This is an optimization exercise on Yosys and OpenROAD, whose aim is small area, a short achievable clock period and few clock cycles, not a production implementation.
Where RTL was checked, it was by simulation tests only, not by an equivalence proof against the original.
Function not checked in run 5: the RTL went through the layout flow alone.
Power and IR drop assume default switching activity.

File: design/flow/standard.sh
#!/bin/bash
# synth_recipe.tcl (not shown) runs the flow's synth.tcl, then flattens the netlist and writes it again
# the make line also repeats each setting of config.mk as NAME=value (left out here)
make -C /OpenROAD-flow-scripts/flow DESIGN_CONFIG=/design/flow/config.mk WORK_HOME=/design/flow/orfs CLKGATE_MAP_FILE= SYNTH_SCRIPT=/design/flow/synth_recipe.tcl "${@:-finish}"
File: design/flow/design.v
module nes_bankbus (
    input             clk,
    input             rst,
    input      [7:0]  cfg_song,
    input      [7:0]  cfg_region,
    input      [15:0] cfg_init_addr,
    input      [15:0] cfg_play_addr,
    input      [15:0] cfg_load_addr,
    input      [15:0] cfg_vec_nmi,
    input      [15:0] cfg_vec_irq,
    input      [63:0] cfg_bank_init,
    input      [20:0] cfg_file_len,
    input             req_valid,
    output reg        req_ready,
    input      [1:0]  req_op,       
    input      [15:0] req_addr,
    input      [7:0]  req_wdata,
    output reg        resp_valid,
    output reg [7:0]  resp_rdata,
    output reg        resp_err,
    output reg        fault,
    output reg        fault_io,
    output reg        apu_valid,
    output     [15:0] apu_addr,
    output     [7:0]  apu_data,
    output reg        mem_en,
    output reg        mem_we,
    output reg [16:0] mem_addr,
    output reg [7:0]  mem_wdata,
    input      [7:0]  mem_rdata,
    output reg        file_en,
    output reg [20:0] file_addr,
    input      [7:0]  file_rdata,
    input             file_bad
);
    localparam S_IDLE = 0;    
    localparam S_BRD  = 1;    
    localparam S_RD1  = 2;    
    localparam S_RD2  = 3;    
    localparam S_BW0  = 4;    
    localparam S_BW1  = 5;    
    localparam S_BW2  = 6;    
    localparam S_BW3  = 7;    
    localparam S_ZST  = 8;    
    localparam S_ZERO = 9;    
    localparam S_LBS  = 10;   
    localparam S_SRCH = 11;   
    localparam S_FILL = 12;   
    localparam S_FEND = 13;   
    localparam S_DEC  = 14;   
    localparam S_EVS  = 15;   
    localparam NS = 16;
    reg [NS-1:0] st;
    reg [NS-1:0] nst;
    reg        rst_q;            
    reg [2:0]  kreg;             
    reg        lb_init;          
    reg        banked;           
    reg        flat;             
    reg        ffirst;           
    reg        err;              
    reg        sgn;              
    reg [3:0]  cs;               
    reg        touch_q;
    reg        rom_q;            
    reg        rsel;             
    reg        shim_q, vec_q;    
    reg        varsel;           
    reg        in_q, hlt_q, heq_q, llt_q;
    reg [3:0]  count;            
    reg [3:0]  win [0:7];
    reg [3:0]  lru [0:9];        
    reg [14:1] valid;            
    reg [3:0]  fnd;              
    reg        fres;             
    reg [3:0]  ffree;            
    reg [3:0]  fcach;            
    always @* req_ready = st[S_IDLE];
    assign apu_addr  = {11'h200, mem_addr[4:0]};
    assign apu_data  = mem_wdata;
    integer i;
    reg [9:0] below;
    always @* begin
        below[0] = 1'b0;
        for (i = 1; i < 10; i = i + 1)
            below[i] = below[i-1] | (lru[i-1] == cs);
    end
    always @(posedge clk) begin
        if (touch_q) begin
            lru[0] <= cs;
            for (i = 1; i < 10; i = i + 1)
                if (!below[i])
                    lru[i] <= lru[i-1];
        end
    end
    wire       full    = (count == 4'd10);
    wire [3:0] count_1 = count + 4'd1;
    reg        res_cs;
    always @* begin
        res_cs = 1'b0;
        for (i = 0; i < 10; i = i + 1)
            if (lru[i] == cs && i < count)
                res_cs = 1'b1;
    end
    wire       val_cs  = valid[cs];
    wire [3:0] evf     = full ? lru[9] : 4'd0;
    wire [15:0] a       = req_addr;
    wire        accept  = req_valid && st[S_IDLE];
    wire        a_apu   = (a[15:5] == 11'h200) && !(a[4] && a[3]);
    wire        a_5xxx  = (a[15:12] == 4'h5);
    wire        q_ram   = (mem_addr[15:11] == 5'd0);
    wire        q_apu   = (mem_addr[15:5] == 11'h200) && !(mem_addr[4] && mem_addr[3]);
    wire        q_shim  = (mem_addr[15:7] == 9'h020);
    wire        q_vec   = (kreg == 3'd7) && (mem_addr[11:3] == 9'h1FF) && (mem_addr[2] || mem_addr[1]);
    wire        q_cache = mem_addr[16] && (mem_addr[15:12] != 4'd0);
    wire        q_map   = !(mem_addr[16] && (mem_addr[15:12] == 4'd0));
    wire        q_bank  = (mem_addr[11:3] == 9'h1FF);    
    wire [3:0]  a_code  = win[a[14:12]];
    wire        a_slot  = a[15] && (a_code != 4'd15);
    wire [2:0]  w_sel   = mem_addr[5:3];
    wire [3:0]  w_code  = win[w_sel];
    wire      shim_now = !rom_q && q_shim;
    wire      vec_now  = rom_q && q_vec;
    reg [7:0] var_byte;
    reg       var_hit;
    always @* begin
        var_byte = 8'h00;
        var_hit = 1'b1;
        if (vec_now) begin
            case (mem_addr[2:0])
                3'd2: var_byte = cfg_vec_nmi[7:0];
                3'd3: var_byte = cfg_vec_nmi[15:8];
                3'd6: var_byte = cfg_vec_irq[7:0];
                3'd7: var_byte = cfg_vec_irq[15:8];
                default: var_hit = 1'b0;
            endcase
        end else if (shim_now) begin
            case (mem_addr[6:0])
                7'h01: var_byte = cfg_song;
                7'h03: var_byte = cfg_region;
                7'h05: var_byte = cfg_init_addr[7:0];
                7'h06: var_byte = cfg_init_addr[15:8];
                7'h08: var_byte = cfg_play_addr[7:0];
                7'h09: var_byte = cfg_play_addr[15:8];
                default: var_hit = 1'b0;
            endcase
        end else begin
            var_hit = 1'b0;
        end
    end
    reg [7:0] const_byte;
    always @* begin
        const_byte = 8'h00;
        if (vec_q) begin
            if (mem_addr[2:0] == 3'd5) const_byte = 8'h10;
        end else if (shim_q) begin
            case (mem_addr[6:0])
                7'h00: const_byte = 8'hA9;
                7'h02: const_byte = 8'hA2;
                7'h04: const_byte = 8'h20;
                7'h07: const_byte = 8'h20;
                7'h0A: const_byte = 8'h4C;
                7'h0B: const_byte = 8'h07;
                7'h0C: const_byte = 8'h10;
                7'h0D: const_byte = 8'hEA;
                7'h0E: const_byte = 8'hEA;
                7'h0F: const_byte = 8'hEA;
                7'h10: const_byte = 8'hEA;
                default: const_byte = 8'h00;
            endcase
        end
    end
    wire        filling = st[S_FILL];
    wire [12:0] l_add   = {1'b0, file_addr[11:0]} + {5'd0, !filling, 6'd0, 1'b1};
    wire        l_wrap  = (file_addr[11:0] == 12'hFFF);
    wire [9:0]  h_inc   = {sgn, file_addr[20:12]} + {9'd0, filling ? l_wrap : err};
    wire [9:0]  h_bank  = {2'b00, mem_wdata} - {9'd0, !err};
    wire        f_ok    = in_q && (hlt_q || (heq_q && llt_q));
    wire [14:0] jn      = mem_addr[14:0] + 15'd1;
    wire        f_last  = flat ? (mem_addr[14:0] == 15'h7FFE) : (mem_addr[11:0] == 12'hFFE);
    wire        b_ok    = f_ok && !(flat && mem_addr[14:0] == 15'h7FFE);
    wire [2:0]  k_1      = kreg + 3'd1;
    wire        more_init = lb_init && kreg != 3'd7;
    always @(posedge clk) begin
        rst_q  <= rst;
        banked <= |cfg_bank_init;
        in_q   <= !sgn && (file_addr[20:7] != 14'd0);
        hlt_q  <= file_addr[20:10] < cfg_file_len[20:10];
        heq_q  <= file_addr[20:10] == cfg_file_len[20:10];
        llt_q  <= file_addr[9:0] < cfg_file_len[9:0];
    end
    always @(posedge clk) begin
        nst = st;
        resp_valid <= 1'b0;
        resp_rdata <= 8'h00;
        apu_valid <= 1'b0;
        touch_q <= 1'b0;
        if (st[S_IDLE]) begin
            mem_addr <= {a_slot, a_slot ? a_code : a[15:12], a[11:0]};
            mem_wdata <= req_wdata;
            mem_en <= accept && !fault && !req_op[1] && !(req_op[0] && a[15]);
            mem_we <= req_op[0];
            kreg <= a[14:12];
            rom_q <= a[15];
            if (accept) begin
                if (fault) begin
                    resp_valid <= 1'b1;
                    resp_err <= 1'b1;
                end else if (req_op[1]) begin
                    if (!cfg_load_addr[15]) begin
                        fault <= 1'b1;
                        fault_io <= 1'b0;
                        resp_valid <= 1'b1;
                        resp_err <= 1'b1;
                    end else begin
                        nst = 1 << S_ZST;
                    end
                end else if (!req_op[0]) begin
                    nst = a_5xxx ? (1 << S_BRD) : (1 << S_RD1);
                end else begin
                    if (a_5xxx) begin
                        nst = 1 << S_BW0;
                    end else begin
                        apu_valid <= a_apu && (a[4:0] != 5'h16);
                        resp_valid <= 1'b1;
                        resp_err <= 1'b0;
                    end
                end
            end
        end
        if (st[S_BRD]) begin
            if (q_bank)
                mem_addr <= {14'h2000, mem_addr[2:0]};
            mem_en <= 1'b1;
            nst = 1 << S_RD1;
        end
        if (st[S_RD1]) begin
            mem_en <= 1'b0;
            resp_rdata <= var_byte;
            varsel <= var_hit;
            if (rom_q) begin
                cs <= mem_addr[15:12];
                touch_q <= q_cache && !q_vec;
                rsel <= q_map && !q_vec;
                vec_q <= q_vec;
                shim_q <= 1'b0;
            end else begin
                rsel <= q_ram || q_apu;
                shim_q <= q_shim;
                vec_q <= 1'b0;
            end
            nst = 1 << S_RD2;
        end
        if (st[S_RD2]) begin
            resp_rdata <= rsel ? mem_rdata : varsel ? resp_rdata : const_byte;
            resp_valid <= 1'b1;
            resp_err <= 1'b0;
            nst = 1 << S_IDLE;
        end
        if (st[S_BW0]) begin
            mem_addr <= {14'h2000, mem_addr[2:0]};
            kreg <= mem_addr[2:0];
            if (q_bank) begin
                mem_en <= 1'b1;
                mem_we <= 1'b0;
                nst = 1 << S_BW1;
            end else begin
                mem_en <= 1'b0;
                resp_valid <= 1'b1;
                resp_err <= 1'b0;
                nst = 1 << S_IDLE;
            end
        end
        if (st[S_BW1]) begin
            mem_en <= 1'b0;
            nst = 1 << S_BW2;
        end
        if (st[S_BW2]) begin
            resp_rdata <= mem_rdata;
            nst = 1 << S_BW3;
        end
        if (st[S_BW3]) begin
            if (resp_rdata == mem_wdata) begin
                resp_valid <= 1'b1;
                resp_err <= 1'b0;
                nst = 1 << S_IDLE;
            end else begin
                mem_en <= 1'b1;
                mem_we <= 1'b1;
                lb_init <= 1'b0;
                flat <= 1'b0;
                nst = 1 << S_LBS;
            end
        end
        if (st[S_ZST]) begin
            mem_en <= 1'b1;
            mem_we <= 1'b1;
            mem_addr <= 17'd0;
            mem_wdata <= 8'h00;
            nst = 1 << S_ZERO;
        end
        if (st[S_ZERO]) begin
            if (!mem_addr[14] && mem_addr[10:0] == 11'h7FF)
                mem_addr <= 17'h04000;
            else if (mem_addr[14] && mem_addr[4:0] == 5'h17)
                mem_addr <= 17'h10000;
            else
                mem_addr[11:0] <= jn[11:0];
            mem_wdata <= (mem_addr[14] && mem_addr[4:0] == 5'h16) ? 8'h40 : 8'h00;
            if (mem_addr[16] && mem_addr[2:0] == 3'd6) begin
                file_addr[11:0] <= l_add[11:0];
                err <= l_add[12];
            end else if (!(mem_addr[16] && mem_addr[2:0] == 3'd7)) begin
                {sgn, file_addr} <= {7'h7F, ~cfg_load_addr[14:0]};
            end
            if (mem_addr[16] && mem_addr[2:0] == 3'd7) begin
                mem_en <= 1'b0;
                flat <= !banked;
                valid <= 14'd0;
                if (banked) begin
                    count <= 4'd0;
                    for (i = 0; i < 8; i = i + 1)
                        win[i] <= 4'd0;
                    kreg <= 3'd0;
                    mem_wdata <= cfg_bank_init[7:0];
                    lb_init <= 1'b1;
                    nst = 1 << S_LBS;
                end else begin
                    {sgn, file_addr[20:12]} <= h_inc;
                    file_en <= 1'b1;
                    err <= 1'b0;
                    ffirst <= 1'b1;
                    nst = 1 << S_FILL;
                end
            end
        end
        if (st[S_LBS]) begin
            cs <= 4'd15;
            fnd <= 4'd0;
            ffree <= 4'd0;
            fcach <= 4'd0;
            mem_addr <= 17'h10011;
            mem_en <= 1'b1;
            mem_we <= 1'b0;
            {sgn, file_addr} <= {10'h3FF, ~cfg_load_addr[11:0]};
            nst = 1 << S_SRCH;
        end
        if (st[S_SRCH]) begin
            mem_addr[3:0] <= jn[3:0];
            resp_rdata <= mem_rdata;
            cs <= cs + 4'd1;
            if (cs == 4'd15) begin
                file_addr[11:0] <= l_add[11:0];
                err <= l_add[12];
            end
            if (cs != 4'd15 && cs != 4'd0) begin
                if ((val_cs || res_cs) && resp_rdata == mem_wdata) begin
                    fnd <= cs;
                    fres <= res_cs;
                end
                if (!val_cs && !res_cs && ffree == 4'd0)
                    ffree <= cs;
                if (val_cs && !res_cs && fcach == 4'd0)
                    fcach <= cs;
            end
            if (cs == 4'd14) begin
                mem_en <= 1'b0;
                nst = 1 << S_DEC;
            end
        end
        if (st[S_DEC]) begin
            resp_rdata <= 8'h00;
            mem_addr[5:0] <= 6'h07;
            if (fnd != 4'd0 && fres) begin
                cs <= fnd;
                win[kreg] <= fnd;
                touch_q <= 1'b1;
                if (more_init) begin
                    kreg <= k_1;
                    mem_wdata <= cfg_bank_init[{k_1, 3'b000} +: 8];
                    nst = 1 << S_LBS;
                end else begin
                    resp_valid <= 1'b1;
                    resp_err <= 1'b0;
                    nst = 1 << S_IDLE;
                end
            end else if (fnd != 4'd0) begin
                cs <= fnd;
                err <= 1'b0;
                nst = 1 << S_EVS;
            end else begin
                mem_addr <= {13'h1001, (ffree != 4'd0) ? ffree : fcach};
                mem_en <= 1'b1;
                mem_we <= 1'b1;
                cs <= (ffree != 4'd0) ? ffree : fcach;
                {sgn, file_addr[20:12]} <= h_bank;
                file_en <= 1'b1;
                err <= 1'b0;
                ffirst <= 1'b1;
                nst = 1 << S_FILL;
            end
        end
        if (st[S_EVS]) begin
            if (w_code == evf)
                win[w_sel] <= 4'd0;
            mem_addr[5:3] <= jn[5:3];
            if (mem_addr[5:3] == 3'd7)
                nst = 1 << S_FEND;
        end
        if (st[S_FILL]) begin
            if (w_code == evf)
                win[w_sel] <= 4'd0;
            file_addr[11:0] <= l_add[11:0];
            {sgn, file_addr[20:12]} <= h_inc;
            ffirst <= 1'b0;
            if (ffirst) begin
                mem_en <= 1'b0;
                mem_addr[14:0] <= 15'h7FFF;
            end else begin
                mem_en <= 1'b1;
                mem_we <= 1'b1;
                mem_addr <= flat ? {2'b01, jn} : {1'b1, cs, jn[11:0]};
                mem_wdata <= b_ok ? file_rdata : 8'h00;
                if (b_ok && file_bad)
                    err <= 1'b1;
                if (f_last) begin
                    file_en <= 1'b0;
                    nst = 1 << S_FEND;
                end
            end
        end
        if (st[S_FEND]) begin
            mem_en <= 1'b0;
            if (err) begin
                fault <= 1'b1;
                fault_io <= 1'b1;
                resp_valid <= 1'b1;
                resp_err <= 1'b1;
                nst = 1 << S_IDLE;
            end else if (flat) begin
                for (i = 0; i < 8; i = i + 1)
                    win[i] <= 4'd15;
                resp_valid <= 1'b1;
                resp_err <= 1'b0;
                nst = 1 << S_IDLE;
            end else begin
                win[kreg] <= cs;
                valid[cs] <= 1'b1;
                touch_q <= 1'b1;
                if (!full)
                    count <= count_1;
                if (more_init) begin
                    kreg <= k_1;
                    mem_wdata <= cfg_bank_init[{k_1, 3'b000} +: 8];
                    nst = 1 << S_LBS;
                end else begin
                    resp_valid <= 1'b1;
                    resp_err <= 1'b0;
                    nst = 1 << S_IDLE;
                end
            end
        end
        if (rst_q)
            nst = 1 << S_IDLE;
        st <= nst;
        if (rst) begin
            st[S_IDLE] <= 1'b0;
            resp_valid <= 1'b0;
            apu_valid <= 1'b0;
        end
        if (rst_q) begin
            mem_en <= 1'b0;
            file_en <= 1'b0;
            touch_q <= 1'b0;
            fault <= 1'b0;
            fault_io <= 1'b0;
            count <= 4'd0;
        end
    end
endmodule
File: design/flow/constraint.sdc
create_clock -name core_clock -period 12.0 [get_ports {clk}]
set_input_delay 2.4000 -clock core_clock [delete_from_list [all_inputs] [get_ports {clk}]]
set_output_delay 2.4000 -clock core_clock [all_outputs]
set_load 0.01 [all_outputs]
File: design/flow/config.mk
export PLATFORM = sky130hd
export DESIGN_NAME = nes_bankbus
export DESIGN_NICKNAME = nes_bankbus
export VERILOG_FILES = /design/flow/design.v
export SDC_FILE = /design/flow/constraint.sdc
export NUM_CORES = 4
export LEC_CHECK = 0
export ABC_AREA = 1
export CAP_MARGIN = 20
export CORE_MARGIN = 2
export CORE_UTILIZATION = 40
export PLACE_DENSITY = 0.6
export SLEW_MARGIN = 20
File: design/flow/flow/run.sh
#!/bin/bash
# Standard ORFS layout, but the input and output port buffers are buf_1 cells
# instead of the default delay buffers, the clock tree uses clkbuf_8 buffers
# in clusters of 12 sinks without dummy loads, and timing repair aims for
# 8.5 ns of setup slack at the design's 12 ns clock. Each tool's output goes
# to a log here.
set -o pipefail
bash standard.sh "BUFFER_PORTS_ARGS=-buffer_cell sky130_fd_sc_hd__buf_1" \
  "CTS_ARGS=-sink_clustering_enable -repair_clock_nets -buf_list sky130_fd_sc_hd__clkbuf_8 -root_buf sky130_fd_sc_hd__clkbuf_8 -dont_use_dummy_load -sink_clustering_size 12" \
  "SETUP_SLACK_MARGIN=8.5" \
  finish > standard.log 2>&1
==> impl_results.md, run 1 <==
* Worst Path Buf+Inv at 1
* Max-cap violations at 0
* Area after DPL at around 16000 sq um
* Worst path max stage delay at roughly 0.53 ns
* Rel. slew slack at roughly a fifth
* Simple-gate area share of the yosys netlist at ~30%
* Clk sinks at between 200 and 250
* Post-synth ARST share at 0%
* Std-Cell Rows at 70
* Overall Global Routing Usage at 29.33%
* Slowest cell on crit path: edfxtp_1
* CTS Buf Count at 40
* Final Hold Fails at 0
* Initial DRC count at ~1.5k
* Core ar. at approximately 36000 sq um
* Adder-cell share of the synthesized area at about 4.5%
* CP cell instances: buf_2
* H-tree depth at 2
* Tightest Hold Check Type: register to register
* Worst ir drop on vdd at between 0.06 and 0.07 mV
* Tmin final at between 3 and 4 ns
* Startpoint types: register
* DIE AREA at 38410 sq um
* CP top delay family: flip-flops
* Final setup viols at 0
* Mux contribution to synthesized area at less than 1%
* Chip height at 196.0 um
* Maximum clock rate at between 200 and 300 MHz
* Synthesis-stage register bit count at 205
* Remaining antenna violation count after routing at 0
* GPL Wtd Cong at between 0.9 and 1
* Worst Setup Path Type: register to primary output
* Post-layout net count at 2797
* Largest net degree at the start of global routing at 50
* Fin. max-slew vios at 0
* Ys Warns at 2
* Worst-skew pair later-pin latency at between 0.5 and 0.6 ns
* Synth Area in Compound Gates at a little under a fifth
* Post-synthesis sequential area ratio at 31.44%
* Gate Count Post-Synth at between 2k and 2.5k
* Routed vias/inst at roughly 5.7
* # hold bufs at CTS at 0
* Post-synth top area share at about a fifth
* Largest area contributor in the netlist: dfxtp_1
* Top cells by area, synth: dfxtp_1 21%, nand2_1 11%, edfxtp_1 11%
* Fin Clk Skew at about 0.045 ns
* Cell Pwr Density at between 100 and 150 nW/um^2
* Crit. End Element: primary output
* Gr ovfl total at 0
* CP max FO at 5
* Initial core utilization at just over 40%
* Most used DFF post-synth: dfxtp_1
* Fin Setup TNS at 0 ns
* RSZ-0062 raised after global routing: true
* Leak pwr at ~0.0078 uW
* Reg clk slew, reported paths at 0.06 ns
* Actual slew at the worst max-slew pin at 1.192 ns
* Die W at between 150 and 200 um
* XOR/XNOR Fraction of Synth Area at under 10%
* Area delta synth->final at 17.89%
* Finished Layout Cells at just under 3k
* Data arrival, critical path at around 1.3 ns
* Fin util at between 40% and 50%
* Antenna cell count at 0
* Finished Cell Area at 17380 sq um
* TritonCTS clock tree: yes
* Final HPWL DP at between 40 and 50 mm
* Routed WL at about 60 mm
* Pre-Repair DR Iteration Count at 6
* Port buffer count at just over 300
* Layout cells sized above 1 at 10.10%
* Final period util at 30.62%
* Via count at approximately 17k
* CP required at ~9.6 ns
* Yosys cell types at 55
* Post-Syn Area at 14740 sq um
* Initial antenna violation count at 0
* IO Count at 314
* Routed len/inst at 19.62 um
* First-pass GRT wire length at 87.78 mm
* Status: no timing/DRC/antenna violations
* Avg Synthesized Cell Area at about 6.7 sq um
* EDFF count, synth at 53
* DR DRC count at 0
* Placed instance count at around 2.9k
* Root Buffer: clkbuf_8
* Vias in the first global route at around 15k
* Largest family of logic cells by synthesized area: simple AND/OR/NAND/NOR gates
* CTS max path bufs at 3
## state kept, by name (all words and copies together), names as in the netlist, 4 cells and up
register,count
resp_rdata,8
fcach,4
count,4
mem_wdata,8
valid,14
cs,4
lru,40
ffree,4
file_addr,21
fnd,4
win,32
st,16
mem_addr,17
## layout make-up
class	instances	area (sq um)
Fill cell	3797	19060
Multi-Input combinational cell	1651	8693
Sequential cell	205	4798
Timing Repair Buffer	352	1733
Inverter	266	1013
Tap cell	468	585.6
Clock buffer	40	550.5
Timing Repair inverter	1	5.005
## through the flow
stage | setup WS (ns) | power [uW] | hold slack (ns)
after global placement | 7.523 | 1384 | 0.4336
final | 8.326 | 2053 | 0.4466
after detailed placement | 7.466 | 1393 | 0.4363
after global routing | 8.288 | 2164 | 0.4701
after CTS | 8.331 | 2027 | 0.4487
after floorplan | 8.495 | 1206 | 0.4191
## layer usage
layer | wire length [um] | up-vias | track usage (%)
met4 | 2162 | 0 | 10.61
met1 | 25130 | 7844 | 39.46
li1 | - | 8059 | -
met3 | 5729 | 129 | 7.151
met5 | 0 | - | 0
met2 | 25510 | 833 | 45.71
## power breakdown
group          total [uW]  switching, uW  internal (uW)
Clock                 580            288            293
Combinational         610            364            246
Sequential            862           83.0            779
## repair_timing
item,CTS,global route
setup buffers,26,12
pin swaps,0,2
cloned,2,0
endpoints found under the setup margin,106,68
resized for setup,156,43
## kinds of logic after synthesis
group,after synthesis
compound gates,475
xor+xnor,74
fa+ha+maj,53
buf+inv,358
flops,205
mux,9
other cells,2
simple gates,1029
## layout by cell type (no fill, tap or decap), drive strengths merged, types with 9 or more instances in the layout
cell type,Yosys,final
o211ai,17,17
o21ai,221,221
xor2,40,40
dfxtp,152,152
o22ai,22,22
nor2,294,294
ha,53,53
a21oi,103,103
clkbuf,37,54
nand2,448,448
mux2i,9,9
nand3,156,156
a22oi,12,12
xnor2,34,34
conb,2,11
nor4,34,34
inv,259,258
buf,55,337
a221oi,10,10
edfxtp,53,53
a22o,11,11
o31ai,9,9
a31oi,13,13
o221ai,25,25
nand4,46,46
nor3,35,35
## path summary, 6_finish.rpt
kind / start / to / slack [ns] / cells past startpoint
max: mem_addr[0] / mem_addr[0] / 8.33 / 1
min: lb_init / lb_init / 0.45 / 2
max reg2reg: kreg[0] / mem_wdata[2] / 8.74 / 7
min reg2reg: lb_init / lb_init / 0.45 / 2
## cells in the mapped netlist (6+ instances only)
library cell,n
o221ai_1,25
clkbuf_1,37
nand3_1,155
inv_1,250
edfxtp_1,53
o31ai_1,9
a21o_1,6
nor4_1,33
clkinv_1,7
buf_2,18
nand4_1,46
xnor2_1,33
o211ai_1,17
mux2i_1,9
o22ai_1,22
dfxtp_1,152
a211oi_1,8
nor3_1,32
xor2_1,40
a22oi_1,12
nand2_1,446
a31oi_1,13
nor2_2,7
a22o_1,11
inv_2,9
a21oi_1,103
buf_4,32
ha_1,53
a221oi_1,10
nor2_1,287
o21ai_0,218
Testbench counts, summed over its fixed seeds: cycles 545,789.
==> inputs of run 2 (changes only) <==
==> design/flow/flow/run.sh (replaced) <==
#!/bin/bash
# Standard ORFS layout, but the input and output port buffers are buf_1 cells
# instead of the default delay buffers, the clock tree uses clkbuf_8 buffers
# in clusters of 12 sinks without dummy loads, and timing repair aims for
# 8.4 ns of setup slack at the design's 12 ns clock. Each tool's output goes
# to a log here.
set -o pipefail
bash standard.sh "BUFFER_PORTS_ARGS=-buffer_cell sky130_fd_sc_hd__buf_1" \
  "CTS_ARGS=-sink_clustering_enable -repair_clock_nets -buf_list sky130_fd_sc_hd__clkbuf_8 -root_buf sky130_fd_sc_hd__clkbuf_8 -dont_use_dummy_load -sink_clustering_size 12" \
  "SETUP_SLACK_MARGIN=8.4" \
  finish > standard.log 2>&1
==> impl_results.md, run 2 <==
* Pre-Repair DR Iteration Count at 6 (unchanged)
* Hold Startpoint: lb_init
* Post-layout net count at 2774 (-0.82%)
* Post-synthesis sequential area ratio at 31.44% (unchanged)
* Fin Clk Skew at 0.02981 ns (-0.01512 ns)
* RSZ-0062 raised after global routing: true
* Worst hold path depth at 2 (unchanged)
* Cell Pwr Density at 117.0 nW/um^2 (-0.93%)
* Yosys cell types at 55 (unchanged)
* Final period util at 30.27% (-0.35 points)
* Via count at 16.81k (-0.31%)
* Max-cap violations at 0 (unchanged)
* Synth top cells by count: 446 x nand2_1, 287 x nor2_1, 250 x inv_1, 218 x o21ai_0, 155 x nand3_1
* CP top delay family: flip-flops
* Fin Setup TNS at 0 ns (unchanged)
* WHS Endpoint: lb_init
* Most frequent cell after synthesis: nand2_1
* Gate Count Post-Synth at 2205 (unchanged)
* H-tree depth at 2 (unchanged)
* Biggest regs: lru x40, win x32, file_addr x21
* Status: no timing/DRC/antenna violations
* DR DRC count at 0 (unchanged)
* Avg Synthesized Cell Area at 6.686 sq um (unchanged)
* DIE AREA at 38410 sq um (unchanged)
* Core ar. at 36430 sq um (unchanged)
* TritonCTS clock tree: yes
* Remaining antenna violation count after routing at 0 (unchanged)
* CP max FO at 4 (-1)
* Rel. slew slack at 27.55% (+7.3 points)
* Crit. End Element: primary output
* Data arrival, critical path at 1.23 ns (-0.04 ns)
* Tightest Hold Check Type: register to register
* Die W at 196.0 um (unchanged)
* Met2 Track Usage GR at 46.00% (+0.29 points)
* Clk sinks at 205 (unchanged)
* Largest net degree at the start of global routing at 48 (-4.0%)
* Initial antenna violation count at 2 (+2)
* Reg2reg start: mem_addr[0]
* Tmin final at 3.632 ns (-0.04154 ns)
* Actual slew at the worst max-slew pin at 1.083 ns (-0.1092 ns)
* Overall Global Routing Usage at 28.51% (-0.82 points)
* Routed vias/inst at 5.680 (+0.46%)
* Leak pwr at 0.007469 uW (-4.1%)
* Synthesis-stage register bit count at 205 (unchanged)
* FF-to-FF End: mem_wdata[7]
* Reg clk slew, reported paths at 0.06 ns (about the same)
* Final HPWL DP at 43.58 mm (-2.1%)
* CP cell instances: buf_1
* CTS max path bufs at 3 (unchanged)
* CTS Buf Count at 39 (-2.5%)
* Met1 usage at 38.86% (-0.60 points)
* Final Hold Fails at 0 (unchanged)
* Most used DFF post-synth: dfxtp_1
* Routed WL at 56.94 mm (-2.7%)
* # hold bufs at CTS at 0 (unchanged)
* Largest register FFs at 40 (unchanged)
* Std-Cell Rows at 70 (unchanged)
* EDFF count, synth at 53 (unchanged)
* Initial core utilization at 40.46% (unchanged)
* Worst path max stage delay at 0.52 ns (about the same)
* Maximum clock rate at 275.3 MHz (+1.1%)
* Post-synth top area share at 20.64% (unchanged)
* Post-Syn Area at 14740 sq um (unchanged)
* Antenna cell count at 0 (unchanged)
* Root Buffer: clkbuf_8
* Worst Setup Path Type: register to primary output
* Final setup viols at 0 (unchanged)
* IO Count at 314 (unchanged)
* Most flops, register: lru
* Worst-case reg-to-reg path depth at 14 (+7)
* Worst Path Buf+Inv at 1 (unchanged)
* First-pass GRT wire length at 86.04 mm (-2.0%)
* Port buffer count at 302 (unchanged)
* Layout cells sized above 1 at 5.939% (-4.2 points)
* Worst-skew pair later-pin latency at 0.54 ns (-0.03 ns)
* Post-synth ARST share at 0% (unchanged)
* Vias in the first global route at 15.46k (+0.34%)
* Ys Warns at 2 (unchanged)
* Reg-to-reg setup timing slack at 8.75 ns (about the same)
* Chip height at 196.0 um (unchanged)
* Worst ir drop on vdd at 0.07449 mV (+8.0%)
* Initial DRC count at 1616 (+5.3%)
* GPL Wtd Cong at 0.9463 (-2.1%)
* Area delta synth->final at 14.87%
* Fin util at 46.48% (-1.2 points)
* Startpoint types: register
* Largest area contributor in the netlist: dfxtp_1
* CP startpoint: mem_addr[0]
* Met3 usage at 5.295% (-1.9 points)
* Commonest non-fill, non-tap cells in the layout: 446 x nand2_1, 296 x buf_1, 283 x nor2_1
* Top cells by area, synth: dfxtp_1 21%, nand2_1 11%, edfxtp_1 11%
* CP required at 9.60 ns (about the same)
* Gr ovfl total at 0 (unchanged)
* Routed len/inst at 19.24 um (-2.0%)
* GR peak layer: met2
* Commonest non-fill, non-tap cell in the layout: nand2_1
* Fin. max-slew vios at 0 (unchanged)
* Slowest cell on crit path: edfxtp_1
## run 2: cell counts after synthesis
No cell type changed its count.
## run 2: cells by family (layout without fill, tap and decap cells)
kind of cell	after synthesis	count (layout)	share of synthesized area, %
xor+xnor	74	74	4.448
mux	9	9	0.6111
simple gates	1029	1029	29.91
compound gates	475	475	18.91
buf+inv	358	636	10.13
other cells	2	11	0.05094
fa+ha+maj	53	53	4.498
flops	205	205	31.44
## run 2: worst max-delay path by stage
stage	cells past startpoint	to
2_1_floorplan	15	mem_addr[14]
3_3_place_gp	14	mem_addr[16]
3_5_place_dp	13	mem_addr[13]
4_1_cts	1	apu_addr[0]
5_1_grt	1	apu_addr[0]
6_report	1	apu_addr[0]
## run 2: what timing repair did
item	in CTS	in global routing
gates resized for setup	51	23
buffers inserted	9	9
hold endpoints to repair	0	0
setup endpoints to repair	71	80
gates cloned	1	0
## run 2: metal layers
layer,wire length [um],vias to the layer above
met5,32,-
met4,1606,4
met3,5687,117
met2,25660,888
met1,23960,7790
li1,-,8013
## run 2: stage by stage
stage / cell area (sq um) / std cells / power, uW / hold slack, ns / setup slack [ns]
6_report: 16930 / 2960 / 1981 / 0.4510 / 8.368
5_1_grt: 16930 / 2960 / 2095 / 0.4734 / 8.327
4_1_cts: 16800 / 2951 / 1973 / 0.4531 / 8.370
3_5_place_dp: 16080 / 2902 / 1391 / 0.4391 / 7.302
3_3_place_gp: 16080 / 2902 / 1383 / 0.4343 / 7.383
2_1_floorplan: 14790 / 2214 / 1205 / 0.4191 / 8.404
## run 2: power by group
group,switching (uW),internal [uW]
Combinational,335,206
Clock,285,286
Sequential,99.5,770
## run 2: layout make-up
type                    count  area, sq um
flip-flops and latches    205         4702
clock buffers              39        536.8
fillers                  3880        19500
multi-input cells        1651         8681
repair buffers            331         1415
inverters                 266         1013
well taps                 468        585.6
==> inputs of run 3 (changes only) <==
==> design/flow/flow/run.sh (replaced) <==
#!/bin/bash
# Standard ORFS layout, but the input and output port buffers are buf_1 cells
# instead of the default delay buffers, the clock tree uses clkbuf_8 buffers
# in clusters of 16 sinks without dummy loads, and timing repair aims for
# 8.4 ns of setup slack at the design's 12 ns clock. Each tool's output goes
# to a log here.
set -o pipefail
bash standard.sh "BUFFER_PORTS_ARGS=-buffer_cell sky130_fd_sc_hd__buf_1" \
  "CTS_ARGS=-sink_clustering_enable -repair_clock_nets -buf_list sky130_fd_sc_hd__clkbuf_8 -root_buf sky130_fd_sc_hd__clkbuf_8 -dont_use_dummy_load -sink_clustering_size 16 -sink_clustering_max_diameter 80" \
  "SETUP_SLACK_MARGIN=8.4" \
  finish > standard.log 2>&1
==> impl_results.md, run 3 <==
* Avg Synthesized Cell Area at 6.686 sq um (unchanged)
* Reg clk slew, reported paths at 0.11 ns (+0.05 ns)
* Worst Setup Path Type: register to primary output
* EDFF count, synth at 53 (unchanged)
* Tightest Hold Check Type: register to register
* Data arrival, critical path at 1.24 ns (about the same)
* Most flops, register: lru
* Root Buffer: clkbuf_8
* First-pass GRT wire length at 85.65 mm (-0.46%)
* Worst Path Buf+Inv at 1 (unchanged)
* Register area at 4725 sq um (+0.48%)
* Placed instance count at 2902 (unchanged)
* CP cell instances: buf_1
* Std-Cell Rows at 70 (unchanged)
* Hold slack at 0.4348 ns (-0.01623 ns)
* Leak pwr at 0.007299 uW (-2.3%)
* Ys Warns at 2 (unchanged)
* Area after DPL at 16080 sq um (unchanged)
* Largest net degree at the start of global routing at 48 (unchanged)
* Chip height at 196.0 um (unchanged)
* Post-synth top area share at 20.64% (unchanged)
* RSZ-0062 raised after global routing: true
* Max-cap violations at 0 (unchanged)
* Actual slew at the worst max-slew pin at 1.092 ns (+0.008820 ns)
* Initial DRC count at 1490 (-7.8%)
* Footprint of the multi-input gates at 8681 sq um (unchanged)
* Most used DFF post-synth: dfxtp_1
* Final Hold Fails at 0 (unchanged)
* TritonCTS clock tree: yes
* Biggest regs: lru x40, win x32, file_addr x21
* Yosys cell types at 55 (unchanged)
* Synth top cells by count: 446 x nand2_1, 287 x nor2_1, 250 x inv_1, 218 x o21ai_0, 155 x nand3_1
* Core ar. at 36430 sq um (unchanged)
* Synthesis-stage register bit count at 205 (unchanged)
* # fillers at 3900 (+0.52%)
* CTS max path bufs at 3 (unchanged)
* Most frequent cell after synthesis: nand2_1
* Fin Clk Skew at 0.03801 ns (+0.008195 ns)
* Final HPWL DP at 43.58 mm (unchanged)
* Initial antenna violation count at 2 (unchanged)
* DR DRC count at 0 (unchanged)
* Post-Syn Area at 14740 sq um (unchanged)
* Overall Global Routing Usage at 28.31% (-0.20 points)
* DIE AREA at 38410 sq um (unchanged)
* Post-synth ARST share at 0% (unchanged)
* Startpoint types: register
* Status: no timing/DRC/antenna violations
* Via count at 16.68k (-0.77%)
* Tmin final at 3.644 ns (+0.01193 ns)
* Pre-Repair DR Iteration Count at 6 (unchanged)
* CP top delay family: flip-flops
* Fin. max-slew vios at 0 (unchanged)
* Routed vias/inst at 5.684 (about the same)
* Clk sinks at 205 (unchanged)
* Rel. slew slack at 26.96% (-0.59 points)
* CTS Buf Count at 17 (-56%)
* IO Count at 314 (unchanged)
* Slowest cell on crit path: edfxtp_1
* H-tree depth at 1 (-1)
* Crit. End Element: primary output
* Vias in the first global route at 15.33k (-0.84%)
* Remaining antenna violation count after routing at 0 (unchanged)
* Initial core utilization at 40.46% (unchanged)
* Worst ir drop on vdd at 0.05730 mV (-23%)
* Routed len/inst at 19.29 um (+0.29%)
* Commonest non-fill, non-tap cells in the layout: 446 x nand2_1, 296 x buf_1, 283 x nor2_1
* Routed WL at 56.62 mm (-0.55%)
* Maximum clock rate at 274.4 MHz (-0.33%)
* Post-synthesis sequential area ratio at 31.44% (unchanged)
* Gate Count Post-Synth at 2205 (unchanged)
* Commonest non-fill, non-tap cell in the layout: nand2_1
* Post-layout net count at 2749 (-0.90%)
* Antenna cell count at 0 (unchanged)
* CP required at 9.60 ns (about the same)
* Die W at 196.0 um (unchanged)
* Top cells by area, synth: dfxtp_1 21%, nand2_1 11%, edfxtp_1 11%
* # hold bufs at CTS at 0 (unchanged)
* Worst-skew pair later-pin latency at 0.56 ns (+0.02 ns)
* Final period util at 30.37% (+0.099 points)
* CP max FO at 4 (unchanged)
* Largest area contributor in the netlist: dfxtp_1
* GPL Wtd Cong at 0.9463 (unchanged)
* Gr ovfl total at 0 (unchanged)
* Finished Cell Area at 16630 sq um (-1.8%)
* Cell Pwr Density at 107.3 nW/um^2 (-8.3%)
* Port buffer count at 302 (unchanged)
* Layout cells sized above 1 at 5.229% (-0.71 points)
* Fin Setup TNS at 0 ns (unchanged)
* Worst path max stage delay at 0.53 ns (about the same)
* Largest register FFs at 40 (unchanged)
* Area delta synth->final at 12.82%
* Final setup viols at 0 (unchanged)
* Finished Layout Cells at 2935 (-0.84%)
run 3: cell families after synthesis:
group,after synthesis,share of synthesized area [%]
other,2,0.05094
XOR/XNOR,74,4.448
flip-flops,205,31.44
adder cells (fa/ha/maj),53,4.498
AO/OA/AOI/OAI,475,18.91
buffers and inverters,358,10.13
multiplexers,9,0.6111
AND/OR/NAND/NOR,1029,29.91
run 3: cell type report:
| cell class | instances | area share [%] |
|---|---|---|
| well taps | 468 | 3.521 |
| multi-input cells | 1651 | 52.20 |
| clock buffers | 17 | 1.407 |
| inverters | 266 | 6.094 |
| repair buffers | 328 | 8.373 |
| flip-flops and latches | 205 | 28.41 |
run 3: power by group:
| part | switching, uW | internal, uW | leakage (uW) |
|---|---|---|---|
| Clock | 247 | 128 | 0.000122 |
| Combinational | 340 | 204 | 0.00544 |
| Sequential | 95.2 | 770 | 0.00173 |
run 3: stage by stage:
step                      total power, uW  utilization (%)  setup slack (ns)
final                                1784            45.65             8.356
after global routing                 1887            45.65             8.329
after CTS                            1777            45.42             8.353
after detailed placement             1391            44.12             7.302
after global placement               1383            44.12             7.383
after floorplan                      1205                -             8.404
run 3: final timing paths:
check              start            to  slack (ns)  depth (start not counted)
max          mem_addr[0]   apu_addr[0]        8.36                          1
min            lru[1][0]     lru[2][0]        0.43                          0
max reg2reg  mem_addr[0]  mem_wdata[0]        8.74                         14
min reg2reg    lru[1][0]     lru[2][0]        0.43                          0
run 3: what timing repair did:
action | in CTS | in global routing
gates resized for setup | 61 | 25
setup buffers | 13 | 2
pin swaps | 0 | 0
gates cloned | 1 | 0
setup endpoints to repair | 79 | 41
run 3: per-layer routing:
layer	GRT usage, %	routed length [um]	vias to the layer above
li1	-	-	7960
met1	38.96	24330	7812
met2	46.07	25780	811
met3	4.521	5083	98
met4	7.660	1417	2
met5	0	14	-
==> inputs of run 4 (changes only) <==
==> design/flow/flow/run.sh (replaced) <==
#!/bin/bash
# Standard ORFS layout, but the input and output port buffers are buf_1 cells
# instead of the default delay buffers, the clock tree uses clkbuf_8 buffers
# in clusters of 20 sinks without dummy loads, and timing repair aims for
# 8.6 ns of setup slack at the design's 12 ns clock. Each tool's output goes
# to a log here.
set -o pipefail
bash standard.sh "BUFFER_PORTS_ARGS=-buffer_cell sky130_fd_sc_hd__buf_1" \
  "CTS_ARGS=-sink_clustering_enable -repair_clock_nets -buf_list sky130_fd_sc_hd__clkbuf_8 -root_buf sky130_fd_sc_hd__clkbuf_8 -dont_use_dummy_load -sink_clustering_size 20" \
  "SETUP_SLACK_MARGIN=8.6" \
  finish > standard.log 2>&1
==> impl_results.md, run 4 <==
* Pre-CTS worst setup slack at 7.474 ns (+0.1716 ns)
* Total power at 2131 uW (+19%)
* Most frequent cell after synthesis: nand2_1
* Post-layout net count at 2826 (+2.8%)
* Actual slew at the worst max-slew pin at 1.088 ns (-0.003322 ns)
* DR DRC count at 0 (unchanged)
* Post-synth top area share at 20.64% (unchanged)
* Reg-to-reg setup timing slack at 8.77 ns (+0.03 ns)
* CP cell instances: clkbuf_2
* Rel. slew slack at 26.83% (-0.13 points)
* CTS max path bufs at 3 (unchanged)
* Adder-cell share of the synthesized area at 4.498% (unchanged)
* GPL Wtd Cong at 0.9619 (+1.6%)
* Synth Area in Compound Gates at 18.91% (unchanged)
* IO Count at 314 (unchanged)
* Largest family of logic cells by synthesized area: simple AND/OR/NAND/NOR gates
* Worst Setup Path Type: register to primary output
* Max-cap violations at 0 (unchanged)
* Remaining antenna violation count after routing at 0 (unchanged)
* Tightest Hold Check Type: register to register
* Worst-case reg-to-reg path depth at 15 (+1)
* Crit. End Element: primary output
* Setup ws final at 8.367 ns (+0.01112 ns)
* CP required at 9.60 ns (about the same)
* Mux contribution to synthesized area at 0.6111% (unchanged)
* Final setup viols at 0 (unchanged)
* Fin. max-slew vios at 0 (unchanged)
* Routed WL at 59.51 mm (+5.1%)
* Via count at 17.15k (+2.8%)
* Post-synth ARST share at 0% (unchanged)
* Footprint of the multi-input gates at 8741 sq um (+0.69%)
* Largest net degree at the start of global routing at 50 (+4.2%)
* Worst path max stage delay at 0.51 ns (-0.02 ns)
* Slowest cell on crit path: edfxtp_1
* Largest register FFs at 40 (unchanged)
* Pre-Repair DR Iteration Count at 6 (unchanged)
* Initial DRC count at 1759 (+18%)
* Cell Pwr Density at 118.2 nW/um^2 (+10%)
* Leak pwr at 0.008064 uW (+10%)
* FF-to-FF End: valid[4]
* Area delta synth->final at 22.26%
* Final HPWL DP at 44.41 mm (+1.9%)
* Tmin final at 3.633 ns (-0.01112 ns)
* Root Buffer: clkbuf_8
* Worst hold path depth at 2 (+2)
* # fillers at 3775 (-3.2%)
* Synth top cells by count: 446 x nand2_1, 287 x nor2_1, 250 x inv_1, 218 x o21ai_0, 155 x nand3_1
* Worst ir drop on vdd at 0.07658 mV (+34%)
* Ys Warns at 2 (unchanged)
* EDFF count, synth at 53 (unchanged)
* Final period util at 30.28% (-0.093 points)
* CP max FO at 4 (unchanged)
* Most used DFF post-synth: dfxtp_1
* Initial antenna violation count at 0 (-2)
* Overall Global Routing Usage at 29.84% (+1.5 points)
* Simple-gate area share of the yosys netlist at 29.91% (unchanged)
* Top cells by area, synth: dfxtp_1 21%, nand2_1 11%, edfxtp_1 11%
* Routed len/inst at 19.76 um (+2.4%)
* Data arrival, critical path at 1.23 ns (about the same)
* XOR/XNOR Fraction of Synth Area at 4.447% (unchanged)
* Gr ovfl total at 0 (unchanged)
* Antenna cell count at 0 (unchanged)
* Post-Syn Area at 14740 sq um (unchanged)
* CP top delay family: flip-flops
* Reg clk slew, reported paths at 0.05 ns (-0.06 ns)
* Biggest regs: lru x40, win x32, file_addr x21
* Core ar. at 36430 sq um (unchanged)
* Layout cells sized above 1 at 12.07% (+6.8 points)
* First-pass GRT wire length at 89.84 mm (+4.9%)
* Commonest non-fill, non-tap cell in the layout: nand2_1
* Commonest non-fill, non-tap cells in the layout: 445 x nand2_1, 284 x nor2_1, 247 x inv_1
* Startpoint types: register
* # hold bufs at CTS at 0 (unchanged)
* Status: no timing/DRC/antenna violations
* Maximum clock rate at 275.2 MHz (+0.31%)
* Largest area contributor in the netlist: dfxtp_1
* Fin Clk Skew at 0.06301 ns (+0.02500 ns)
* Port buffer count at 302 (unchanged)
* Vias in the first global route at 15.79k (+3.0%)
* Hold Startpoint: lb_init
* TritonCTS clock tree: yes
* Final Hold Fails at 0 (unchanged)
* Std-Cell Rows at 70 (unchanged)
* Chip height at 196.0 um (unchanged)
* Gate Count Post-Synth at 2205 (unchanged)
* Synthesis-stage register bit count at 205 (unchanged)
* Routed vias/inst at 5.693 (+0.16%)
* Worst Path Buf+Inv at 1 (unchanged)
* Avg Synthesized Cell Area at 6.686 sq um (unchanged)
* Fin Setup TNS at 0 ns (unchanged)
* Post-synthesis sequential area ratio at 31.44% (unchanged)
* WHS Endpoint: lb_init
* Clk sinks at 205 (unchanged)
* RSZ-0062 raised after global routing: true
* Initial core utilization at 40.46% (unchanged)
* Die W at 196.0 um (unchanged)
* Reg2reg start: cs[0]
* Register area at 4835 sq um (+2.3%)
* H-tree depth at 2 (+1)
* Most flops, register: lru
* DIE AREA at 38410 sq um (unchanged)
* Yosys cell types at 55 (unchanged)
* Worst-skew pair later-pin latency at 0.58 ns (+0.02 ns)
* CTS Buf Count at 40 (+23)
run 4: final cells by class:
type | instances | area share (%)
Sequential cell | 205 | 26.82
Timing Repair Buffer | 381 | 12.68
Clock buffer | 40 | 3.055
Tap cell | 468 | 3.249
Timing Repair inverter | 1 | 0.02777
Inverter | 266 | 5.665
Multi-Input combinational cell | 1651 | 48.50
run 4: worst max-delay path by stage:
stage,from,endpoint,slack [ns],depth (start not counted)
6_report,mem_addr[0],mem_addr[0],8.37,1
5_1_grt,mem_addr[0],mem_addr[0],8.32,1
3_3_place_gp,req_addr[12],mem_addr[14],7.52,15
4_1_cts,mem_addr[0],mem_addr[0],8.34,1
3_5_place_dp,req_addr[12],mem_addr[16],7.47,14
2_1_floorplan,req_addr[12],mem_addr[14],8.50,15
run 4: power by group:
group          internal [uW]  leakage, uW  switching [uW]  total, uW
registers                778      0.00175            65.8        844
clock network            293     0.000288             284        577
logic                    306      0.00603             404        710
total                   1380      0.00806             754       2130
run 4: cells by family after synthesis:
kind of cell,after synthesis
xor gates and xnor gates,74
buffers and inverters,358
and+or+nand+nor,1029
muxes,9
AOI/OAI and AO/OA,475
other,2
adders and majority gates,53
DFF,205
run 4: layer usage:
| layer | global-route usage (%) | wire [um] |
|---|---|---|
| met5 | 0 | 0 |
| met4 | 8.277 | 1523 |
| met3 | 5.759 | 5739 |
| met2 | 48.24 | 27020 |
| met1 | 40.64 | 25220 |
run 4: per-stage QoR:
| stage | utilization [%] | hold slack, ns | std cells | cell area, sq um |
|---|---|---|---|---|
| floorplan | - | 0.4191 | 2214 | 14820 |
| global placement | 44.16 | 0.4327 | 2901 | 16090 |
| detailed placement | 44.16 | 0.4422 | 2901 | 16090 |
| CTS | 49.05 | 0.4570 | 3005 | 17870 |
| global route | 49.47 | 0.4704 | 3012 | 18020 |
| finish | 49.47 | 0.4563 | 3012 | 18020 |
run 4: what timing repair did:
item	4_1_cts	5_1_grt
setup buffers	63	7
cloned	1	0
pin swaps	0	3
endpoints found under the setup margin	116	127
resized for setup	266	30
==> inputs of run 5 (changes only) <==
--- a/design/flow/design.v
+++ b/design/flow/design.v
@@ -76,7 +76,10 @@
     reg [3:0]  ffree;            
     reg [3:0]  fcach;            
     always @* req_ready = st[S_IDLE];
-    assign apu_addr  = {11'h200, mem_addr[4:0]};
+    reg [4:0] apu_a;
+    always @(posedge clk)
+        apu_a <= req_addr[4:0];
+    assign apu_addr  = {11'h200, apu_a};
     assign apu_data  = mem_wdata;
     integer i;
     reg [9:0] below;
==> design/flow/flow/run.sh (replaced) <==
#!/bin/bash
# Standard ORFS layout, but the input and output port buffers are buf_1 cells
# instead of the default delay buffers, the clock tree uses clkbuf_8 buffers
# in clusters of 14 sinks without dummy loads, and timing repair aims for
# 8.4 ns of setup slack at the design's 12 ns clock. Each tool's output goes
# to a log here.
set -o pipefail
bash standard.sh "BUFFER_PORTS_ARGS=-buffer_cell sky130_fd_sc_hd__buf_1" \
  "CTS_ARGS=-sink_clustering_enable -repair_clock_nets -buf_list sky130_fd_sc_hd__clkbuf_8 -root_buf sky130_fd_sc_hd__clkbuf_8 -dont_use_dummy_load -sink_clustering_size 14 -sink_clustering_max_diameter 70" \
  "SETUP_SLACK_MARGIN=8.4" \
  finish > standard.log 2>&1
==> impl_results.md, run 5 <==
* Pre-CTS worst setup slack at 7.211 ns (-0.2622 ns)
* Reg2reg start: mem_addr[0]
* Initial DRC count at 1547 (-12%)
* Status: no timing/DRC/antenna violations
* CTS max path bufs at 3 (unchanged)
* Worst ir drop on vdd at 0.07028 mV (-8.2%)
* CP required at 9.60 ns (about the same)
* Most frequent cell after synthesis: nand2_1
* Chip height at 198.0 um (+1.0%)
* Footprint of the multi-input gates at 8778 sq um (+0.43%)
* Startpoint types: register
* Core ar. at 37400 sq um (+2.6%)
* Largest area contributor in the netlist: dfxtp_1
* # fillers at 4024 (+6.6%)
* Initial antenna violation count at 0 (unchanged)
* Fin Clk Skew at 0.05285 ns (-0.01016 ns)
* EDFF count, synth at 53 (unchanged)
* Avg Synthesized Cell Area at 6.729 sq um (+0.64%)
* Commonest non-fill, non-tap cell in the layout: nand2_1
* Actual slew at the worst max-slew pin at 0.9356 ns (-0.1526 ns)
* Fin Setup TNS at 0 ns (unchanged)
* Synthesis-stage register bit count at 210 (+2.4%)
* Layout cells sized above 1 at 7.171% (-4.9 points)
* Worst Setup Path Type: register to primary output
* Post-synth ARST share at 0% (unchanged)
* Biggest regs: lru x40, win x32, file_addr x21
* Post-Syn Area at 15050 sq um (+2.1%)
* Crit. End Element: primary output
* Post-layout net count at 2792 (-1.2%)
* Area delta synth->final at 13.99%
* Commonest non-fill, non-tap cells in the layout: 458 x nand2_1, 284 x buf_1, 268 x inv_1
* Largest net degree at the start of global routing at 48 (-4.0%)
* Final HPWL DP at 44.89 mm (+1.1%)
* Remaining antenna violation count after routing at 0 (unchanged)
* Final setup viols at 0 (unchanged)
* Root Buffer: clkbuf_8
* Final period util at 30.00% (-0.28 points)
* Reg clk slew, reported paths at 0.08 ns (+0.03 ns)
* Std-Cell Rows at 71 (+1.4%)
* Hold Startpoint: valid[13]
* Setup ws final at 8.401 ns (+0.03379 ns)
* Rel. slew slack at 37.21% (+10 points)
* Gate Count Post-Synth at 2237 (+1.5%)
* Cell Pwr Density at 107.1 nW/um^2 (-9.4%)
* # hold bufs at CTS at 0 (unchanged)
* Worst-case reg-to-reg path depth at 14 (-1)
* CP top delay family: flip-flops
* Register area at 4818 sq um (-0.34%)
* Most used DFF post-synth: dfxtp_1
* Max-cap violations at 0 (unchanged)
* Via count at 16.88k (-1.6%)
* DR DRC count at 0 (unchanged)
* Post-synthesis sequential area ratio at 31.45% (about the same)
* Worst-skew pair later-pin latency at 0.58 ns (about the same)
* CP cell instances: buf_6
* Vias in the first global route at 15.34k (-2.8%)
* Tmin final at 3.599 ns (-0.03379 ns)
* Overall Global Routing Usage at 28.74% (-1.1 points)
* Die W at 198.0 um (+1.0%)
* Port buffer count at 302 (unchanged)
* Post-synth top area share at 20.88% (+0.24 points)
* IO Count at 314 (unchanged)
* Synth top cells by count: 458 x nand2_1, 271 x inv_1, 229 x nand3_1, 201 x nor2_1, 165 x o21ai_0
* Data arrival, critical path at 1.20 ns (-0.03 ns)
* WHS Endpoint: valid[13]
* Top cells by area, synth: dfxtp_1 21%, nand2_1 11%, edfxtp_1 11%
* Fin. max-slew vios at 0 (unchanged)
* Worst Path Buf+Inv at 1 (unchanged)
* DIE AREA at 39200 sq um (+2.1%)
* Antenna cell count at 0 (unchanged)
* First-pass GRT wire length at 87.77 mm (-2.3%)
* Slowest cell on crit path: edfxtp_1
* TritonCTS clock tree: yes
* Final Hold Fails at 0 (unchanged)
* Worst path max stage delay at 0.48 ns (-0.03 ns)
* Yosys cell types at 60 (+9.1%)
* Clk sinks at 210 (+2.4%)
* Leak pwr at 0.007598 uW (-5.8%)
* Tightest Hold Check Type: register to register
* CP max FO at 3 (-1)
* Largest register FFs at 40 (unchanged)
* RSZ-0062 raised after global routing: true
* Pre-Repair DR Iteration Count at 5 (-1)
* Gr ovfl total at 0 (unchanged)
* Worst hold path depth at 2 (unchanged)
* FF-to-FF End: file_addr[19]
* Maximum clock rate at 277.8 MHz (+0.94%)
* Reg-to-reg setup timing slack at 8.62 ns (-0.15 ns)
* H-tree depth at 1 (-1)
* Routed vias/inst at 5.587 (-1.9%)
* GPL Wtd Cong at 0.9901 (+2.9%)
* Routed WL at 58.09 mm (-2.4%)
* Routed len/inst at 19.23 um (-2.7%)
* Most flops, register: lru
* CTS Buf Count at 21 (-48%)
* Initial core utilization at 40.25% (-0.21 points)
* Ys Warns at 2 (unchanged)
run 5: per-stage QoR:
step	cell area (sq um)	util (%)	hold WS [ns]	total power [uW]	instances
2_1_floorplan	15090	-	0.4191	1215	2246
3_3_place_gp	16460	44.02	0.4383	1397	2977
3_5_place_dp	16460	44.02	0.4364	1406	2977
4_1_cts	17070	45.65	0.4542	1838	3016
5_1_grt	17160	45.88	0.4739	1936	3021
6_report	17160	45.88	0.4560	1838	3021
run 5: metal layers:
layer	vias to the layer above	share of wire [%]	track usage (%)
met5	-	0	0
met4	0	3.2	9.078
met3	109	7.7	3.475
met2	761	47	48.23
met1	7873	42	38.47
li1	8135	-	-
run 5: layout make-up:
cell class | instances | area share, %
sequential | 210 | 28.08
tap | 511 | 3.726
timing repair inverter | 1 | 0.02917
timing repair buffer | 337 | 8.816
inverter | 293 | 6.497
clock buffer | 21 | 1.685
multi-input combinational | 1648 | 51.16
run 5: worst max path at each step:
stage | start | end | slack (ns) | cells past startpoint
global placement | req_addr[12] | mem_addr[16] | 7.25 | 16
global route | mem_addr[0] | mem_addr[0] | 8.40 | 1
CTS | req_addr[12] | mem_addr[16] | 8.38 | 17
detailed placement | req_addr[12] | mem_addr[16] | 7.21 | 16
floorplan | req_addr[12] | st[10] | 8.42 | 10
finish | mem_addr[1] | mem_addr[1] | 8.40 | 1
run 5: report_power, final:
group / internal (uW) / switching (uW)
Sequential: 784 / 91.9
Clock: 156 / 255
Combinational: 203 / 347
Total: 1140 / 694
run 5: logic make-up after synthesis:
group	share of synthesized area (%)
AND/OR/NAND/NOR	31.38
AO/OA/AOI/OAI	17.51
buffers and inverters	10.59
flip-flops	31.45
XOR/XNOR	4.140
adder cells (fa/ha/maj)	4.406
multiplexers	0.4655
other	0.04989
run 5: timing repair:
item | CTS | global route
setup endpoints to repair | 85 | 59
buffers inserted | 15 | 5
endpoints found under the hold margin | 0 | 0
gates resized for setup | 76 | 24
gates cloned | 3 | 0
pin swaps | 1 | 1
==> inputs of run 6 (changes only) <==
--- a/design/flow/design.v
+++ b/design/flow/design.v
@@ -76,10 +76,7 @@
     reg [3:0]  ffree;            
     reg [3:0]  fcach;            
     always @* req_ready = st[S_IDLE];
-    reg [4:0] apu_a;
-    always @(posedge clk)
-        apu_a <= req_addr[4:0];
-    assign apu_addr  = {11'h200, apu_a};
+    assign apu_addr  = {11'h200, mem_addr[4:0]};
     assign apu_data  = mem_wdata;
     integer i;
     reg [9:0] below;
==> impl_results.md, run 6 <==
* Slowest cell on crit path: edfxtp_1
* TritonCTS clock tree: yes
* Max-cap violations at 0 (unchanged)
* Most used DFF post-synth: dfxtp_1
* DR DRC count at 0 (unchanged)
* Yosys cell types at 55 (-8.3%)
* Worst-skew pair later-pin latency at 0.56 ns (-0.02 ns)
* Post-layout net count at 2751 (-1.5%)
* Port buffer count at 302 (unchanged)
* # hold bufs at CTS at 0 (unchanged)
* EDFF count, synth at 53 (unchanged)
* Antenna cell count at 0 (unchanged)
* Via count at 16.74k (-0.82%)
* Gr ovfl total at 0 (unchanged)
* Commonest non-fill, non-tap cells in the layout: 446 x nand2_1, 294 x buf_1, 283 x nor2_1
* CP cell instances: buf_1
* Worst Path Buf+Inv at 1 (unchanged)
* H-tree depth at 1 (unchanged)
* Post-Syn Area at 14740 sq um (-2.1%)
* Initial core utilization at 40.46% (+0.21 points)
* Final HPWL DP at 43.58 mm (-2.9%)
* Initial antenna violation count at 2 (+2)
* CP top delay family: flip-flops
* CTS max path bufs at 3 (unchanged)
* RSZ-0062 raised after global routing: true
* Worst path max stage delay at 0.52 ns (+0.04 ns)
* Vias in the first global route at 15.35k (+0.013%)
* Commonest non-fill, non-tap cell in the layout: nand2_1
* Fin. max-slew vios at 0 (unchanged)
* Routed len/inst at 19.34 um (+0.60%)
* Fin Setup TNS at 0 ns (unchanged)
* Area delta synth->final at 13.05%
* Reg clk slew, reported paths at 0.09 ns (about the same)
* CP max FO at 3 (unchanged)
* Final period util at 30.41% (+0.41 points)
* Synthesis-stage register bit count at 205 (-2.4%)
* Ys Warns at 2 (unchanged)
* Post-synth ARST share at 0% (unchanged)
* Worst ir drop on vdd at 0.05928 mV (-16%)
* First-pass GRT wire length at 85.48 mm (-2.6%)
* Rel. slew slack at 26.64% (-11 points)
* Fin util at 45.74% (-0.13 points)
* Final setup viols at 0 (unchanged)
* Actual slew at the worst max-slew pin at 1.096 ns (+0.1607 ns)
* Std-Cell Rows at 70 (-1.4%)
* Final Hold Fails at 0 (unchanged)
* Leak pwr at 0.007319 uW (-3.7%)
* Most frequent cell after synthesis: nand2_1
* Largest net degree at the start of global routing at 48 (unchanged)
* Maximum clock rate at 274.0 MHz (-1.4%)
* Overall Global Routing Usage at 28.41% (-0.33 points)
* Post-synth top area share at 20.64% (-0.24 points)
* Worst Setup Path Type: register to primary output
* Core ar. at 36430 sq um (-2.6%)
* Post-synthesis sequential area ratio at 31.44% (about the same)
* Crit. End Element: primary output
* Routed WL at 56.81 mm (-2.2%)
* Layout cells sized above 1 at 5.427% (-1.7 points)
* Die W at 196.0 um (-1.0%)
* Startpoint types: register
* Top cells by area, synth: dfxtp_1 21%, nand2_1 11%, edfxtp_1 11%
* Status: no timing/DRC/antenna violations
* Root Buffer: clkbuf_8
* Chip height at 196.0 um (-1.0%)
* Register area at 4738 sq um (-1.7%)
* Clk sinks at 205 (-2.4%)
* Biggest regs: lru x40, win x32, file_addr x21
* Fin Clk Skew at 0.05415 ns (+0.001297 ns)
* Data arrival, critical path at 1.25 ns (+0.05 ns)
* Footprint of the multi-input gates at 8676 sq um (-1.2%)
* Largest area contributor in the netlist: dfxtp_1
* Pre-Repair DR Iteration Count at 6 (+1)
* Most flops, register: lru
* Largest register FFs at 40 (unchanged)
* Avg Synthesized Cell Area at 6.686 sq um (-0.64%)
* Remaining antenna violation count after routing at 0 (unchanged)
* DIE AREA at 38410 sq um (-2.0%)
* Initial DRC count at 1522 (-1.6%)
* Tmin final at 3.649 ns (+0.04972 ns)
* IO Count at 314 (unchanged)
* Cell Pwr Density at 108.7 nW/um^2 (+1.5%)
* Routed vias/inst at 5.700 (+2.0%)
* Synth top cells by count: 446 x nand2_1, 287 x nor2_1, 250 x inv_1, 218 x o21ai_0, 155 x nand3_1
* CP required at 9.60 ns (about the same)
* CTS Buf Count at 20 (-4.8%)
* Gate Count Post-Synth at 2205 (-1.4%)
* # fillers at 3914 (-2.7%)
* Tightest Hold Check Type: register to register
* GPL Wtd Cong at 0.9463 (-4.4%)
-- run 6: changes by cell type after synthesis, sizes merged, moves of 14 or more --
cell,before,now
inv,281,259
nor2,212,294
a21oi,119,103
nand3,238,156
nand2,462,448
o21ai,177,221
o22ai,37,22
-- run 6: worst paths after layout --
path               startpoint            to  slack (ns)  depth (start not counted)
hold / removal      lru[1][0]     lru[2][0]        0.44                          0
hold reg to reg     lru[1][0]     lru[2][0]        0.44                          0
setup reg to reg  mem_addr[0]  mem_wdata[0]        8.57                         13
setup / recovery  mem_addr[0]   apu_addr[0]        8.35                          1
-- run 6: report_power, final --
part           switching [uW]  internal [uW]
clock network             250            150
registers                91.6            772
logic                     343            206
total                     685           1130
-- run 6: cell type report --
class	instances	area share, %
Sequential cell	205	28.43
Tap cell	468	3.514
Clock buffer	20	1.652
Multi-Input combinational cell	1651	52.06
Inverter	266	6.051
Timing Repair Buffer	327	8.296
-- run 6: metrics by stage --
step / setup slack [ns] / power [uW] / hold WS (ns) / area (sq um) / instances
after floorplan: 8.404 / 1205 / 0.4191 / 14790 / 2214
after detailed placement: 7.302 / 1391 / 0.4391 / 16080 / 2902
after global routing: 8.317 / 1921 / 0.4646 / 16670 / 2937
after CTS: 8.336 / 1806 / 0.4488 / 16600 / 2935
final: 8.351 / 1812 / 0.4446 / 16670 / 2937
after global placement: 7.383 / 1383 / 0.4343 / 16080 / 2902
-- run 6: cells by family after synthesis --
family	count (synthesis)	synth area share [%]
and+or+nand+nor	1029	29.91
AOI/OAI and AO/OA	475	18.91
buffers and inverters	358	10.13
muxes	9	0.6111
DFF	205	31.44
other	2	0.05094
xor gates and xnor gates	74	4.448
adders and majority gates	53	4.498
-- run 6: metal layers --
layer  share of wire (%)  vias up  GRT usage (%)
met5               0.056        -              0
met2                  45      819          45.42
met1                  42     7815          38.22
li1                    -     7968              -
met3                 9.3      134          5.793
met4                 3.6        4          9.680
-- run 6: what timing repair did --
action	CTS	global route
gates resized for setup	70	21
setup buffers	12	2
cloned	1	0
pin swaps	0	0
endpoints found under the setup margin	82	80
Testbench counts of run 6, summed over its fixed seeds: cycles 545,789.
==> inputs of run 7 (changes only) <==
--- a/design/flow/config.mk
+++ b/design/flow/config.mk
@@ -8,6 +8,6 @@
 export ABC_AREA = 1
 export CAP_MARGIN = 20
 export CORE_MARGIN = 2
-export CORE_UTILIZATION = 40
-export PLACE_DENSITY = 0.6
+export CORE_UTILIZATION = 30
+export PLACE_DENSITY = 0.5
 export SLEW_MARGIN = 20
==> impl_results.md, run 7 <==
* Status: no timing/DRC/antenna violations
* CP required at 9.60 ns (about the same)
* Routed vias/inst at 5.277 (-7.4%)
* DIE AREA at 50930 sq um (+33%)
* Overall Global Routing Usage at 23.48% (-4.9 points)
* Post-layout net count at 2778 (+0.98%)
* Vias in the first global route at 15.41k (+0.44%)
* Largest net degree at the start of global routing at 48 (unchanged)
* Register area at 4795 sq um (+1.2%)
* Fin. max-slew vios at 0 (unchanged)
* Post-synth top area share at 20.64% (unchanged)
* Core ar. at 48750 sq um (+34%)
* Cell Pwr Density at 110.6 nW/um^2 (+1.7%)
* Root Buffer: clkbuf_8
* Final setup viols at 0 (unchanged)
* CP max FO at 4 (+1)
* Fin Setup TNS at 0 ns (unchanged)
* Total power at 1912 uW (+5.5%)
* Via count at 16.69k (-0.32%)
* Setup ws final at 8.329 ns (-0.02208 ns)
* Worst path max stage delay at 0.51 ns (about the same)
* Worst Path Buf+Inv at 1 (unchanged)
* Remaining antenna violation count after routing at 0 (unchanged)
* CTS max path bufs at 3 (unchanged)
* First-pass GRT wire length at 91.75 mm (+7.3%)
* Rel. slew slack at 24.32% (-2.3 points)
* Initial antenna violation count at 5 (+3)
* Leak pwr at 0.007612 uW (+4.0%)
* Startpoint types: register
* Yosys cell types at 55 (unchanged)
* Switching Fraction at 37.67% (-0.12 points)
* DR DRC count at 0 (unchanged)
* Worst Setup Path Type: register to primary output
* Combinational power share at 31.4% (+1.1 points)
* EDFF count, synth at 53 (unchanged)
* Final Hold Fails at 0 (unchanged)
* Gr ovfl total at 0 (unchanged)
* Data arrival, critical path at 1.27 ns (+0.02 ns)
* Commonest non-fill, non-tap cell in the layout: nand2_1
* Final period util at 30.59% (+0.18 points)
* Commonest non-fill, non-tap cells in the layout: 446 x nand2_1, 285 x nor2_1, 249 x buf_1
* CP top delay family: flip-flops
* Top cells by area, synth: dfxtp_1 21%, nand2_1 11%, edfxtp_1 11%
* Initial DRC count at 1517 (-0.33%)
* # hold bufs at CTS at 0 (unchanged)
* Maximum clock rate at 272.4 MHz (-0.60%)
* Reg clk slew, reported paths at 0.07 ns (-0.02 ns)
* Largest register FFs at 40 (unchanged)
* Port buffer count at 302 (unchanged)
## run 7: cell types whose count changed in the layout (fill, tap and decap cells not counted), sizes merged
cell	change
clkbuf	+28
clkinv	-2
diode	+2
inv	+2
buf	-1
## run 7: cell families after synthesis
family	after synthesis	share of synthesized area, %
AO/OA/AOI/OAI	475	18.91
buffers and inverters	358	10.13
multiplexers	9	0.6111
XOR/XNOR	74	4.448
other	2	0.05094
adder cells (fa/ha/maj)	53	4.498
flip-flops	205	31.44
AND/OR/NAND/NOR	1029	29.91
## run 7: path summary, 6_finish.rpt
check / from / endpoint / slack, ns / depth (start not counted)
min reg2reg: lru[3][2] / lru[4][2] / 0.46 / 0
max reg2reg: mem_addr[0] / mem_wdata[4] / 8.59 / 13
max: mem_addr[0] / apu_addr[0] / 8.33 / 1
min: lru[3][2] / lru[4][2] / 0.46 / 0
## run 7: area by class of cell
cell class | instances | area share (%)
diodes | 2 | 0.02896
flip-flops and latches | 205 | 27.74
repair buffers | 349 | 9.346
well taps | 664 | 4.807
clock buffers | 25 | 1.991
inverters | 266 | 5.828
multi-input cells | 1651 | 50.26
## run 7: power by group through the flow
stage	combinational (uW)	sequential, uW	clock (uW)
2_1_floorplan	357	848	0
6_report	601	858	453
3_3_place_gp	518	882	0
4_1_cts	576	861	466
5_1_grt	672	864	488
3_5_place_dp	522	884	0
## run 7: metrics by stage
stage / area (sq um) / util, % / std cells
2_1_floorplan: 14790 / - / 2214
3_3_place_gp: 16360 / 33.56 / 3103
3_5_place_dp: 16360 / 33.56 / 3103
4_1_cts: 17120 / 35.11 / 3153
5_1_grt: 17280 / 35.44 / 3160
6_report: 17280 / 35.45 / 3162
## run 7: timing repair
item                                   CTS  global route
gates resized for setup                114            50
buffers inserted                        24             7
gates cloned                             1             0
pin swaps                                0             1
endpoints found under the hold margin    0             0
setup endpoints to repair               94           102
## run 7: per-layer routing
metal / global-route usage (%) / wire length, um
met3: 4.124 / 4885
met2: 37.14 / 28040
met1: 33.53 / 28400
met5: 0 / 29
met4: 4.358 / 963

Check on run 7: ideal ports give 8.329 ns setup slack; a clkbuf_16 on the clock port and buf_2 on the inputs give 8.274 ns; moving port delays by the midpoint clock arrival (0.642 ns) as well gives 7.962 ns.
